What follows belongs to an exercise in optimizing a design on an open flow for small area, a short achievable clock period and few clock cycles; a production flow would make more cautious choices. The RTL was checked by simulation tests, not by an equivalence proof against the original design.

==> design/flow/design.v <==
module saes_sbox (
    input  wire [3:0] x,
    output reg  [3:0] y
);
    always @(*) begin
        case (x)
            4'h0: y = 4'h9; 4'h1: y = 4'h4; 4'h2: y = 4'hA; 4'h3: y = 4'hB;
            4'h4: y = 4'hD; 4'h5: y = 4'h1; 4'h6: y = 4'h8; 4'h7: y = 4'h5;
            4'h8: y = 4'h6; 4'h9: y = 4'h2; 4'hA: y = 4'h0; 4'hB: y = 4'h3;
            4'hC: y = 4'hC; 4'hD: y = 4'hE; 4'hE: y = 4'hF; default: y = 4'h7;
        endcase
    end
endmodule
module saes_isbox (
    input  wire [3:0] x,
    output reg  [3:0] y
);
    always @(*) begin
        case (x)
            4'h0: y = 4'hA; 4'h1: y = 4'h5; 4'h2: y = 4'h9; 4'h3: y = 4'hB;
            4'h4: y = 4'h1; 4'h5: y = 4'h7; 4'h6: y = 4'h8; 4'h7: y = 4'hF;
            4'h8: y = 4'h6; 4'h9: y = 4'h0; 4'hA: y = 4'h2; 4'hB: y = 4'h3;
            4'hC: y = 4'hC; 4'hD: y = 4'h4; 4'hE: y = 4'hD; default: y = 4'hE;
        endcase
    end
endmodule
module saes_sub_nib (
    input  wire [15:0] x,
    output wire [15:0] y
);
    saes_sbox s3 (.x(x[15:12]), .y(y[15:12]));
    saes_sbox s2 (.x(x[11:8]),  .y(y[11:8]));
    saes_sbox s1 (.x(x[7:4]),   .y(y[7:4]));
    saes_sbox s0 (.x(x[3:0]),   .y(y[3:0]));
endmodule
module saes_inv_sub_nib (
    input  wire [15:0] x,
    output wire [15:0] y
);
    saes_isbox s3 (.x(x[15:12]), .y(y[15:12]));
    saes_isbox s2 (.x(x[11:8]),  .y(y[11:8]));
    saes_isbox s1 (.x(x[7:4]),   .y(y[7:4]));
    saes_isbox s0 (.x(x[3:0]),   .y(y[3:0]));
endmodule
module saes_gmul (
    input  wire [3:0] a,
    input  wire [3:0] b,
    output wire [3:0] p
);
    wire [3:0] a0 = a;
    wire [3:0] a1 = a0[3] ? ({a0[2:0], 1'b0} ^ 4'h3) : {a0[2:0], 1'b0};
    wire [3:0] a2 = a1[3] ? ({a1[2:0], 1'b0} ^ 4'h3) : {a1[2:0], 1'b0};
    wire [3:0] a3 = a2[3] ? ({a2[2:0], 1'b0} ^ 4'h3) : {a2[2:0], 1'b0};
    assign p = (b[0] ? a0 : 4'h0) ^ (b[1] ? a1 : 4'h0) ^
               (b[2] ? a2 : 4'h0) ^ (b[3] ? a3 : 4'h0);
endmodule
module saes_mix_col (
    input  wire [15:0] x,
    output wire [15:0] y
);
    wire [3:0] a4, b4, c4, d4;
    saes_gmul m_a (.a(x[15:12]), .b(4'h4), .p(a4));
    saes_gmul m_b (.a(x[11:8]),  .b(4'h4), .p(b4));
    saes_gmul m_c (.a(x[7:4]),   .b(4'h4), .p(c4));
    saes_gmul m_d (.a(x[3:0]),   .b(4'h4), .p(d4));
    assign y = {x[15:12] ^ c4, x[11:8] ^ d4, a4 ^ x[7:4], b4 ^ x[3:0]};
endmodule
module saes_inv_mix_col (
    input  wire [15:0] x,
    output wire [15:0] y
);
    wire [3:0] a9, b9, c9, d9, a2, b2, c2, d2;
    saes_gmul m_a9 (.a(x[15:12]), .b(4'h9), .p(a9));
    saes_gmul m_b9 (.a(x[11:8]),  .b(4'h9), .p(b9));
    saes_gmul m_c9 (.a(x[7:4]),   .b(4'h9), .p(c9));
    saes_gmul m_d9 (.a(x[3:0]),   .b(4'h9), .p(d9));
    saes_gmul m_a2 (.a(x[15:12]), .b(4'h2), .p(a2));
    saes_gmul m_b2 (.a(x[11:8]),  .b(4'h2), .p(b2));
    saes_gmul m_c2 (.a(x[7:4]),   .b(4'h2), .p(c2));
    saes_gmul m_d2 (.a(x[3:0]),   .b(4'h2), .p(d2));
    assign y = {a9 ^ c2, b9 ^ d2, a2 ^ c9, b2 ^ d9};
endmodule
module saes_keyexp (
    input  wire [15:0] key,
    output wire [15:0] rk0,
    output wire [15:0] rk1,
    output wire [15:0] rk2
);
    wire [7:0] w0 = key[15:8];
    wire [7:0] w1 = key[7:0];
    wire [7:0] t1, t2;
    wire [7:0] w2, w3, w4, w5;
    saes_sbox s1h (.x(w1[3:0]), .y(t1[7:4]));
    saes_sbox s1l (.x(w1[7:4]), .y(t1[3:0]));
    assign w2 = w0 ^ t1 ^ 8'h80;
    assign w3 = w1 ^ w2;
    saes_sbox s2h (.x(w3[3:0]), .y(t2[7:4]));
    saes_sbox s2l (.x(w3[7:4]), .y(t2[3:0]));
    assign w4 = w2 ^ t2 ^ 8'h30;
    assign w5 = w3 ^ w4;
    assign rk0 = {w0, w1};
    assign rk1 = {w2, w3};
    assign rk2 = {w4, w5};
endmodule
module saes_enc (
    input  wire [15:0] pt,
    input  wire [15:0] rk0,
    input  wire [15:0] rk1,
    input  wire [15:0] rk2,
    output wire [15:0] ct,
    output wire [15:0] r1i
);
    wire [15:0] s0 = pt ^ rk0;
    wire [15:0] sub1, mix1, sub2;
    saes_sub_nib u_sub1 (.x(s0), .y(sub1));
    saes_mix_col u_mix1 (.x({sub1[15:8], sub1[3:0], sub1[7:4]}), .y(mix1));
    assign r1i = mix1 ^ rk1;
    saes_sub_nib u_sub2 (.x(r1i), .y(sub2));
    assign ct = {sub2[15:8], sub2[3:0], sub2[7:4]} ^ rk2;
endmodule
module saes_dec (
    input  wire [15:0] ct,
    input  wire [15:0] rk0,
    input  wire [15:0] rk1,
    input  wire [15:0] rk2,
    output wire [15:0] pt
);
    wire [15:0] s0 = ct ^ rk2;
    wire [15:0] inv1, mix1, inv2;
    saes_inv_sub_nib u_isub1 (.x({s0[15:8], s0[3:0], s0[7:4]}), .y(inv1));
    saes_inv_mix_col u_imix1 (.x(inv1 ^ rk1), .y(mix1));
    saes_inv_sub_nib u_isub2 (.x({mix1[15:8], mix1[3:0], mix1[7:4]}), .y(inv2));
    assign pt = inv2 ^ rk0;
endmodule
module saes_core (
    input  wire        clk,
    input  wire        rst,      
    input  wire        req,
    input  wire        we,
    input  wire [3:0]  addr,
    input  wire [15:0] wdata,
    output reg         ack,
    output reg  [15:0] rdata
);
    localparam [3:0] A_DIN    = 4'h0;
    localparam [3:0] A_KEY1   = 4'h1;
    localparam [3:0] A_KEY2   = 4'h2;
    localparam [3:0] A_KEY3   = 4'h3;
    localparam [3:0] A_IV     = 4'h4;
    localparam [3:0] A_CMD    = 4'h5;
    localparam [3:0] A_STATUS = 4'h6;
    localparam [3:0] A_DOUT   = 4'h7;
    localparam [3:0] A_R1I    = 4'h8;
    localparam [3:0] A_CHAIN  = 4'h9;
    localparam [3:0] A_RK0    = 4'hA;
    localparam [3:0] A_RK1    = 4'hB;
    localparam [3:0] A_RK2    = 4'hC;
    localparam [3:0] OP_NOP   = 4'h0;
    localparam [3:0] OP_GMUL  = 4'h1;
    localparam [3:0] OP_SUBN  = 4'h2;
    localparam [3:0] OP_ISUBN = 4'h3;
    localparam [3:0] OP_SHROW = 4'h4;
    localparam [3:0] OP_MIXC  = 4'h5;
    localparam [3:0] OP_IMIXC = 4'h6;
    localparam [3:0] OP_KEXP  = 4'h7;
    localparam [3:0] OP_ENC   = 4'h8;
    localparam [3:0] OP_DEC   = 4'h9;
    localparam [3:0] OP_CBCI  = 4'hA;
    localparam [3:0] OP_CBCE  = 4'hB;
    localparam [3:0] OP_CBCD  = 4'hC;
    localparam [1:0] EC_OK      = 2'b00;
    localparam [1:0] EC_ILLEGAL = 2'b01;
    localparam [1:0] EC_NOCHAIN = 2'b10;
    reg [15:0] din, key1, key2, key3, iv;
    reg [7:0]  cmd_code;
    reg        cv;
    reg [1:0]  ecode;
    reg        eany;
    reg [15:0] dout, r1i, chain, rk0, rk1, rk2;
    wire [15:0] status = {12'h000, eany, ecode, cv};
    wire [7:0] code = wdata[7:0];
    wire [3:0] opc  = code[7:4];
    wire [1:0] var_sel = code[3:2];
    reg legal;
    always @(*) begin
        legal = 1'b0;
        if (code[1:0] == 2'b00) begin
            case (opc)
                OP_NOP, OP_GMUL, OP_SUBN, OP_ISUBN, OP_SHROW,
                OP_MIXC, OP_IMIXC, OP_KEXP, OP_CBCI:
                    legal = (var_sel == 2'b00);
                OP_ENC, OP_DEC, OP_CBCE, OP_CBCD:
                    legal = (var_sel != 2'b11);
                default:
                    legal = 1'b0;
            endcase
        end
    end
    wire needs_chain = (opc == OP_CBCE) || (opc == OP_CBCD);
    wire [15:0] k1_rk0, k1_rk1, k1_rk2;
    wire [15:0] k2_rk0, k2_rk1, k2_rk2;
    wire [15:0] k3_rk0, k3_rk1, k3_rk2;
    saes_keyexp u_kx1 (.key(key1), .rk0(k1_rk0), .rk1(k1_rk1), .rk2(k1_rk2));
    saes_keyexp u_kx2 (.key(key2), .rk0(k2_rk0), .rk1(k2_rk1), .rk2(k2_rk2));
    saes_keyexp u_kx3 (.key(key3), .rk0(k3_rk0), .rk1(k3_rk1), .rk2(k3_rk2));
    wire [15:0] enc_in = (opc == OP_CBCE) ? (din ^ chain) : din;
    wire [15:0] e1_out, e1_r1i, e2_out, t2_out, t3_out;
    saes_enc u_e1 (.pt(enc_in), .rk0(k1_rk0), .rk1(k1_rk1), .rk2(k1_rk2), .ct(e1_out), .r1i(e1_r1i));
    saes_enc u_e2 (.pt(e1_out), .rk0(k2_rk0), .rk1(k2_rk1), .rk2(k2_rk2), .ct(e2_out), .r1i());
    saes_dec u_t2 (.ct(e1_out), .rk0(k2_rk0), .rk1(k2_rk1), .rk2(k2_rk2), .pt(t2_out));
    saes_enc u_t3 (.pt(t2_out), .rk0(k3_rk0), .rk1(k3_rk1), .rk2(k3_rk2), .ct(t3_out), .r1i());
    wire [15:0] d1_out, dd2_out, dd1_out, dt3_out, dt2_out, dt1_out;
    saes_dec u_d1  (.ct(din),     .rk0(k1_rk0), .rk1(k1_rk1), .rk2(k1_rk2), .pt(d1_out));
    saes_dec u_dd2 (.ct(din),     .rk0(k2_rk0), .rk1(k2_rk1), .rk2(k2_rk2), .pt(dd2_out));
    saes_dec u_dd1 (.ct(dd2_out), .rk0(k1_rk0), .rk1(k1_rk1), .rk2(k1_rk2), .pt(dd1_out));
    saes_dec u_dt3 (.ct(din),     .rk0(k3_rk0), .rk1(k3_rk1), .rk2(k3_rk2), .pt(dt3_out));
    saes_enc u_dt2 (.pt(dt3_out), .rk0(k2_rk0), .rk1(k2_rk1), .rk2(k2_rk2), .ct(dt2_out), .r1i());
    saes_dec u_dt1 (.ct(dt2_out), .rk0(k1_rk0), .rk1(k1_rk1), .rk2(k1_rk2), .pt(dt1_out));
    reg [15:0] enc_res, dec_res;
    always @(*) begin
        case (var_sel)
            2'b00:   begin enc_res = e1_out; dec_res = d1_out;  end
            2'b01:   begin enc_res = e2_out; dec_res = dd1_out; end
            default: begin enc_res = t3_out; dec_res = dt1_out; end
        endcase
    end
    wire [3:0]  gmul_res;
    wire [15:0] subn_res, isubn_res, mixc_res, imixc_res;
    saes_gmul        u_gmul  (.a(din[7:4]), .b(din[3:0]), .p(gmul_res));
    saes_sub_nib     u_subn  (.x(din), .y(subn_res));
    saes_inv_sub_nib u_isubn (.x(din), .y(isubn_res));
    saes_mix_col     u_mixc  (.x(din), .y(mixc_res));
    saes_inv_mix_col u_imixc (.x(din), .y(imixc_res));
    always @(posedge clk) begin
        if (rst) begin
            din      <= 16'h0000;
            key1     <= 16'h0000;
            key2     <= 16'h0000;
            key3     <= 16'h0000;
            iv       <= 16'h0000;
            cmd_code <= 8'h00;
            cv       <= 1'b0;
            ecode    <= EC_OK;
            eany     <= 1'b0;
            dout     <= 16'h0000;
            r1i      <= 16'h0000;
            chain    <= 16'h0000;
            rk0      <= 16'h0000;
            rk1      <= 16'h0000;
            rk2      <= 16'h0000;
            ack      <= 1'b0;
            rdata    <= 16'h0000;
        end else begin
            ack <= 1'b0;
            if (req && !ack) begin
                ack <= 1'b1;
                if (we) begin
                    case (addr)
                        A_DIN:  din  <= wdata;
                        A_KEY1: key1 <= wdata;
                        A_KEY2: key2 <= wdata;
                        A_KEY3: key3 <= wdata;
                        A_IV:   iv   <= wdata;
                        A_CMD: begin
                            cmd_code <= code;
                            if (!legal) begin
                                ecode <= EC_ILLEGAL;
                                eany  <= 1'b1;
                            end else if (needs_chain && !cv) begin
                                ecode <= EC_NOCHAIN;
                                eany  <= 1'b1;
                            end else begin
                                ecode <= EC_OK;
                                case (opc)
                                    OP_GMUL:  dout <= {12'h000, gmul_res};
                                    OP_SUBN:  dout <= subn_res;
                                    OP_ISUBN: dout <= isubn_res;
                                    OP_SHROW: dout <= {din[15:8], din[3:0], din[7:4]};
                                    OP_MIXC:  dout <= mixc_res;
                                    OP_IMIXC: dout <= imixc_res;
                                    OP_KEXP: begin
                                        rk0 <= k1_rk0;
                                        rk1 <= k1_rk1;
                                        rk2 <= k1_rk2;
                                    end
                                    OP_ENC: begin
                                        dout <= enc_res;
                                        if (var_sel == 2'b00) r1i <= e1_r1i;
                                    end
                                    OP_DEC:   dout <= dec_res;
                                    OP_CBCI: begin
                                        chain <= iv;
                                        cv    <= 1'b1;
                                    end
                                    OP_CBCE: begin
                                        dout  <= enc_res;
                                        chain <= enc_res;
                                    end
                                    OP_CBCD: begin
                                        dout  <= dec_res ^ chain;
                                        chain <= din;
                                    end
                                    default: ;  
                                endcase
                            end
                        end
                        default: ;  
                    endcase
                end else begin
                    case (addr)
                        A_DIN:    rdata <= din;
                        A_KEY1:   rdata <= key1;
                        A_KEY2:   rdata <= key2;
                        A_KEY3:   rdata <= key3;
                        A_IV:     rdata <= iv;
                        A_CMD:    rdata <= {8'h00, cmd_code};
                        A_STATUS: rdata <= status;
                        A_DOUT:   rdata <= dout;
                        A_R1I:    rdata <= r1i;
                        A_CHAIN:  rdata <= chain;
                        A_RK0:    rdata <= rk0;
                        A_RK1:    rdata <= rk1;
                        A_RK2:    rdata <= rk2;
                        default:  rdata <= 16'h0000;
                    endcase
                end
            end
        end
    end
endmodule
==> design/flow/run.sh <==
#!/bin/bash
# synth_recipe.tcl (not shown) runs the flow's synth.tcl, then flattens the netlist and writes it again
# the make line also repeats each setting of config.mk as NAME=value (left out here)
make -C /OpenROAD-flow-scripts/flow DESIGN_CONFIG=/design/flow/config.mk WORK_HOME=/design/flow/orfs CLKGATE_MAP_FILE= SYNTH_SCRIPT=/design/flow/synth_recipe.tcl finish
==> design/flow/config.mk <==
export PLATFORM = sky130hd
export DESIGN_NAME = saes_core
export DESIGN_NICKNAME = saes_core
export VERILOG_FILES = /design/flow/design.v
export SDC_FILE = /design/flow/constraint.sdc
export NUM_CORES = 4
export LEC_CHECK = 0
export CAP_MARGIN = 20
export CORE_MARGIN = 2
export CORE_UTILIZATION = 40
export SLEW_MARGIN = 20
==> design/flow/constraint.sdc <==
create_clock -name core_clock -period 20.0 [get_ports {clk}]
set_input_delay 4.0000 -clock core_clock [delete_from_list [all_inputs] [get_ports {clk}]]
set_output_delay 4.0000 -clock core_clock [all_outputs]
set_load 0.01 [all_outputs]
==> run_results.csv <==
group,metric,value,unit
status,outcome,"timing/DRC/antenna clean",
synthesis,synth_commonest_cells,"ha_1 (564), nand2_1 (465), xnor2_1 (444)",
clock_network,clk_transition_reported_paths,70,ps
route,dr_total_vias,37600,
clock_network,post_cts_hold_buffer_count,0,
synthesis,synth_cells,5022,
synthesis,ys_async_sr_fraction,0,
synthesis,synth_largest_area_cell,"ha_1",
synthesis,synth_top_family_by_area,"XOR/XNOR gates",
setup_path,critical_path_peak_fanout,45,
timing,setup_viol_count_final,0,
final_layout,final.fill_count,10300,
synthesis,synth_edf_count,0,
clock_network,htreeDepth,1,
final_layout,area_taken_by_multi_input_logic_gates,33900,um2
grt,initial_antenna_violation_count,1,
timing,relSlewSlack,0.184,
route,viasPerCell,5.92,
setup_path,worst-endpoint-required,20440,ps
synthesis,synthesized_area_fraction_occupied_by_ao_oa_aoi_and_oai_cells,0.202,
grt,grt_pass1_vias,34000,
floorplan,effective_utilization_at_floorplan,0.405,
route,drt_pre_antenna_iters,7,
timing,setup_tns_final,0,ps
synthesis,synth_mux_area_frac,0.0829,
clock_network,cts_setup_buffers,0,
timing,max_clock_freq,0.0616,GHz
placement,gp_congestion,0.981,
setup_path,critPathCaptureType,"flip-flop",
synthesis,synth.avg_cell_area,8.24,um2
job,maxCapViolations,0,
route,drc,0,
synthesis,mapped_cell_area,41400,um2
synthesis,dominant_cell_by_count_in_the_synthesized_netlist,"ha_1",
grt,grt_use_total,0.270,
setup_path,arrival,16670,ps
setup_path,timing.critical_path.slowest_stage_cell,"clkdlybuf4s50_1",
floorplan,core,102000,um2
synthesis,synth-seq-cells,261,
synthesis,synth-seq-area-share,0.126,
clock_network,clkLatencyLatePin,590,ps
synthesis,synth_top_area_share,0.171,
timing,final.period_utilization,0.811,
route,average_routed_wire_per_standard_cell,23.7,um
synthesis,synthTopCellsByArea,"ha_1 (17%), dfxtp_1 (13%), xnor2_1 (9.4%), mux2i_1 (4.4%), xor2_1 (4.4%)",
min_path,hold_path.class,"reg -> reg",
synthesis,yosysWarnings,3,
setup_path,critPathMostFrequentCell,"xnor2_1",
grt,grt_pass1_wl,220000,um
timing,timing.final.max_slew_violations,0,
timing,report.final.hold_viol_count,0,
synthesis,synth_fa_ha_area_frac,0.171,
timing,grt_setup_unrepaired,"no",
placement,dp_hpwl,116000,um
clock_network,library_cell_used_as_clock_root_buffer,"clkbuf_16",
synthesis,synth-simple-area-share,0.159,
floorplan,chipWidth,326,um
setup_path,worst_path_largest_cell_delay,1000,ps
synthesis,synth_top_flop_cell,"dfxtp_1",
clock_network,clock_sinks,261,
timing,timing.clock.skew,38.3,ps
floorplan,die_height,326,um
floorplan,rows,117,
synthesis,xor_xnor_cell_area_share_of_the_yosys_netlist,0.203,
route,drt-initial-drc-count,4186,
synthesis,synth.distinct_cells,133,
clock_network,maximum_buffer_depth_of_the_clock_tree,3,
final_layout,final_cells,6347,
floorplan,ios,41,
placement,placed_cells_incl_taps,6295,
placement,port_buffers,40,
clock_network,cts_tree,"yes",
route,ant_nets,0,
timing,tightest_slew,1220,ps
grt,grt_remaining_overflow,0,
grt,grt_max_degree,83,
final_layout,layout-area-overhead-vs-synth,7.03,%
timing,clock_period_minus_worst_slack,16230,ps
final_layout,final_nets,5546,
final_layout,diodes,0,
route,detail_route.wirelength,151000,um
final_layout,post_route_core_utilization,0.433,
setup_path,worst-setup-path-type,"in -> reg",
floorplan,die_area,106000,um2
setup_path,startpoint_type,"input pin",
final_layout,layout_cells_sized_above_1,0.0908,
clock_network,cts_buffers,28,
clock_network,cts_resized,0,
final_layout,seqCellArea,5230,um2
synthesis,synth.net_count,5610,
logic make-up (layout without fill, tap and decap cells):
group                      Yosys count  count (layout)
AOI/OAI and AO/OA                 1200            1200
xor gates and xnor gates           776             776
adders and majority gates          564             564
buffers and inverters              576             533
DFF                                261             261
muxes                              275             275
and+or+nand+nor                   1370            1370
per-layer routing:
metal	up-vias	global-route usage	part of all wire
li1	17700	-	-
met1	18000	0.369	0.43
met2	1592	0.422	0.43
met3	331	0.0496	0.092
met4	0	0.102	0.047
met5	-	0	0
worst max-delay path, delay by kind of cell:
kind | cells | cell delay, ps
AOI/OAI and AO/OA | 8 | 1930
xor gates and xnor gates | 9 | 3820
adders and majority gates | 5 | 1320
buffers and inverters | 7 | 2280
muxes | 3 | 1280
and+or+nand+nor | 10 | 1940
cells in the final DEF (no fill, tap or decap), types with 35 or more instances in the layout:
master           count
a31oi_1             57
xor2_1             206
xnor3_1             44
ha_1               564
a221oi_1            42
nand2b_1            40
mux2i_1            181
dfxtp_1            261
nand4_1             35
nor3_1             107
o21ai_0            144
nor2_1             320
a211oi_1            96
a22o_1              38
xnor2_1            443
o211ai_1            44
nor4_1              35
o22ai_1             37
mux2_2              37
nand3_1             88
inv_1              311
mux4_2              44
buf_4              115
and3_1              47
nand2_1            465
clkdlybuf4s50_1     37
a21oi_1            356
a22oi_1             77
nor2b_1             46
per-stage QoR:
stage | hold slack [ps] | cell area (um2) | setup slack [ps]
after global routing | 473 | 44300 | 2670
after floorplan | 436 | 41400 | 5680
after CTS | 456 | 44300 | 3990
after global placement | 441 | 43300 | 3640
after detailed placement | 448 | 43300 | 3490
final | 457 | 44300 | 3770
cell type report:
type,instances,share of cell area
clock inverters,11,0.00268
repair buffers,156,0.0285
well taps,1368,0.0387
inverters,326,0.0278
flip-flops and latches,261,0.118
clock buffers,40,0.0187
multi-input cells,4185,0.766
path summary, 6_finish.rpt:
kind                                from       to  slack (ps)  depth (start not counted)
worst max-delay path            wdata[5]  dout[4]        3770                         42
worst min-delay path              rk1[2]   rk1[2]         460                          2
worst max register to register   key3[6]  dout[2]        5900                         45
worst min register to register    rk1[2]   rk1[2]         460                          2
Testbench counts, summed over its fixed seeds: cycles 103,864.

port drivers added, routing unchanged:
The results above use ideal ports. As a check the final layout listed here was re-extracted and re-timed, cells and wires unchanged. Step 1 (the two cells are an assumption about what drives the block):
set clk [get_ports {clk}]
set_driving_cell -lib_cell sky130_fd_sc_hd__clkbuf_16 $clk
set_driving_cell -lib_cell sky130_fd_sc_hd__buf_2 [delete_from_list [all_inputs] $clk]
Step 2 adds t to the input delays and takes it off the output delays; t is the mean of the earliest and latest rising clock arrival at the registers after step 1. Input paths then give back, and output paths get back, about the clock's delay inside the block. Slacks: no drivers / after step 1 / after step 2; pairs: no drivers / after step 1.
shift t [ns]: 0.623
setup WS [ns]: 3.774 / 3.796 / 3.172
hold slack, ns: 0.457 / 0.457 / 0.457
clock arrival spread, ns: 0.038 / 0.039
After both steps this run still meets setup and hold. The setup slack of this run moves by +0.022 ns with the drivers and by -0.602 ns with both steps.
